Source: an optimization exercise on an open RTL-to-GDS flow (aim: small area, a short achievable clock period and few clock cycles per item). Production flows keep margins and buffers that such runs may drop. Where RTL was checked, it was by simulation tests only, not by an equivalence proof against the original.

== onyx ==
## rxp_ctr_de
module rxp_ctr_de (
  input  wire         clk,
  input  wire         rst_n,
  input  wire         in_valid,
  output wire         in_ready,
  input  wire         in_first,
  input  wire [127:0] in_key,
  input  wire [127:0] in_iv,
  input  wire [127:0] in_data,
  output reg          out_valid,
  output reg  [127:0] out_data
);
For scale: roughly 8500 cells after synthesis, roughly 1300 flip-flops, ~520 I/O pins, roughly 84000 sq um of cells after synthesis.
==> flow/config.mk <==
export PLATFORM = sky130hd
export DESIGN_NAME = rxp_ctr_de
export DESIGN_NICKNAME = rxp_ctr_de
export VERILOG_FILES = /design/flow/design.v
export SDC_FILE = /design/flow/constraint.sdc
export NUM_CORES = 4
export LEC_CHECK = 0
export CAP_MARGIN = 20
export CORE_MARGIN = 2
export CORE_UTILIZATION = 35
export PLACE_DENSITY = 0.45
export SLEW_MARGIN = 20
==> flow/constraint.sdc <==
create_clock -name core_clock -period 6.0 [get_ports {clk}]
set_input_delay 1.2000 -clock core_clock [delete_from_list [all_inputs] [get_ports {clk}]]
set_output_delay 1.2000 -clock core_clock [all_outputs]
set_load 0.01 [all_outputs]
run.sh (not shown) runs the stock make flow with config.mk's settings and CLKGATE_MAP_FILE= SYNTH_SCRIPT=/design/flow/synth_recipe.tcl, a recipe that flattens the netlist after the stock synthesis.
onyx: no failed stages, no open violations at the end
Testbench counts of onyx, summed over its fixed seeds: cycles 48,016, items 4,800.
Here is what was changed in the inputs of willow compared with onyx.
Settings: putting SETUP_SLACK_MARGIN at 3.0 where nothing was set.
[summary]
Diff willow..onyx | post-placement cell area | negligible
[willow] count of antenna diodes in the layout rose 5 relative to onyx
From onyx to willow the numbers moved as follows: total non-filler cell area in the finished layout now larger; global-route usage now larger.
Going from onyx to willow, the final cycle utilization of the critical path was found to have gone down by 21 points.
willow finished every step from synthesis to the final layout, and the layout passed the timing, design-rule and antenna checks.
Relative to willow, the following input files were edited for tundra:
Settings: setting ABC_AREA to 1 for the first time; removing SETUP_SLACK_MARGIN (formerly 3.0).
Notes after the runs:
The run with more setup slack is willow; tundra has less.
From willow to tundra the numbers moved as follows: first-pass GRT wire length higher, share of final layout cell area taken by clock buffers and inverters increased 0.19 points, synthesized area went up.

* * *

Another version of the RTL of rxp_ctr_de (not shown whole).
Size: ~1300 flip-flops, about 520 I/O pins, roughly 85000 um2 of cells after synthesis.
Settings: LEC_CHECK=0, CAP_MARGIN=20, CORE_MARGIN=2, CORE_UTILIZATION=35, PLACE_DENSITY=0.45, SETUP_SLACK_MARGIN=3.0, SLEW_MARGIN=20; clock period 6.0 ns.
The starting point finished with timing, DRC and antenna clean.
==> next run, changes <==
Settings changed: SETUP_SLACK_MARGIN 3.0 to 2.7.
Outcome:
- Now the flow finished but failed the layout checks on antenna violations
- count of clock-buffer cells in the layout rises by 14
- worst hold slack loses 6.0 ps
- setup slack gains 87 ps
- flip-flop and latch count stays the same
==> next run, changes <==
Settings changed: SETUP_SLACK_MARGIN 2.7 to 2.4.
The new run ran to the end with no violations.
Count of clock-buffer cells in the layout increases by 3.
No functional check of the RTL was part of any run of this note.

* * *

Setup of run 1:
rxp_ctr_de, a different RTL version from the one above (not shown whole).
Size: roughly 8100 cells after synthesis, ~520 I/O pins.
make LEC_CHECK=0 CAP_MARGIN=20 CORE_MARGIN=2 CORE_UTILIZATION=55 PLACE_DENSITY=0.65 SETUP_SLACK_MARGIN=3.5 SLEW_MARGIN=20 TNS_END_PERCENT=0 finish   # period 6.0 ns
Run 1 was carried through to the last stage, and its layout satisfied the timing, design-rule and antenna checks.
Testbench counts of run 1, summed over its fixed seeds: cycles 48,016, items 4,800.
#### Input delta (run 2 over run 1)
Settings: PLACE_DENSITY changed from 0.65 to 0.45; CORE_UTILIZATION changed from 55 to 35.
==> run notes <==
Diff run 1 -> run 2: worst slew slack as a fraction of its limit went up, proportion of cell area occupied by registers decreased 0.75 points, via count decreased by 1296 relative to the old numbers. Run 2 did not stop at any stage, and its layout met the timing, design-rule and antenna checks. Higher number of cells in the finished layout apart from fillers goes to run 2 over run 1. When the final numbers for run 2 and run 1 were put side by side, the required arrival time at the worst endpoint turned out to be greater in run 2. Summary of run 2 over run 1: cell area after layout grew by 3.1%; final worst-path setup slack grew by 0.020 ns; synthesized cell count held steady; total routing resource utilization after global routing shrank by 10 points.
Inputs modified between run 2 and run 3:
Settings: CAP_MARGIN changed from 20 to 0; SLEW_MARGIN changed from 20 to 0; CORE_UTILIZATION changed from 35 to 45; PLACE_DENSITY changed from 0.45 to 0.65.
Notes after the runs:
- From run 2 to run 3 the numbers moved as follows: sum of net half-perimeters after detailed placement went down; insertion delay to the later sink of the worst-skew pair lower.
- Compared with run 2, wire length of the first global-routing pass in run 3 decreased by a few percent.
- Taking run 2 as the reference, in run 3 core utilization increased by 12 points relative to the old numbers; critical path depth closely matched the old numbers; minimum setup slack in the final design increased by 0.037 ns relative to the old numbers.
- Reported for run 2 and run 3, count of buffers inserted at the top-level ports turned out identical to the last digit.
- | area after detailed placement | run 3 vs run 2 | about 1.4% lower |
- The overall fraction of global-route tracks in use in run 3 sits 4.7 points above the value recorded for run 2.

-- separate check: timing with driven ports --
No port has a modelled driver above. Below, the same layouts with a new extraction and two added sets of constraints.
Step 1, drivers: a clkbuf_16 drives clk and a buf_2 each remaining input, both assumed.
Step 2 moves the port delays by t, midway between the first and last clock arrival at a register: inputs arrive t later, outputs are due t later. That takes back most of the time a late clock gives input paths.
Three values: ideal, step 1, step 2; two values: the first two.
run	t, ns	setup WS [ns]	latest minus earliest clock arrival (ns)	pins driven straight from the clock port
onyx	0.914	1.596 / 1.596 / 1.596	0.043 / 0.042	1
willow	0.904	2.875 / 2.875 / 2.298	0.060 / 0.060	1
tundra	0.969	1.775 / 1.775 / 1.775	0.067 / 0.067	1
the first run of note 2	0.913	2.623 / 2.623 / 1.731	0.052 / 0.052	1
the second run of note 2	0.943	2.710 / 2.656 / 1.713	0.062 / 0.063	1
the third run of note 2	0.921	2.437 / 2.435 / 1.514	0.063 / 0.063	1
run 1	0.879	2.853 / 2.853 / 2.482	0.034 / 0.034	1
run 2	0.916	2.874 / 2.874 / 2.190	0.043 / 0.043	1
run 3	0.892	2.910 / 2.910 / 2.293	0.042 / 0.042	1
The setup slack of the second run of note 2, which loses most, moves by -0.054 ns with the drivers and by -0.997 ns with both steps.
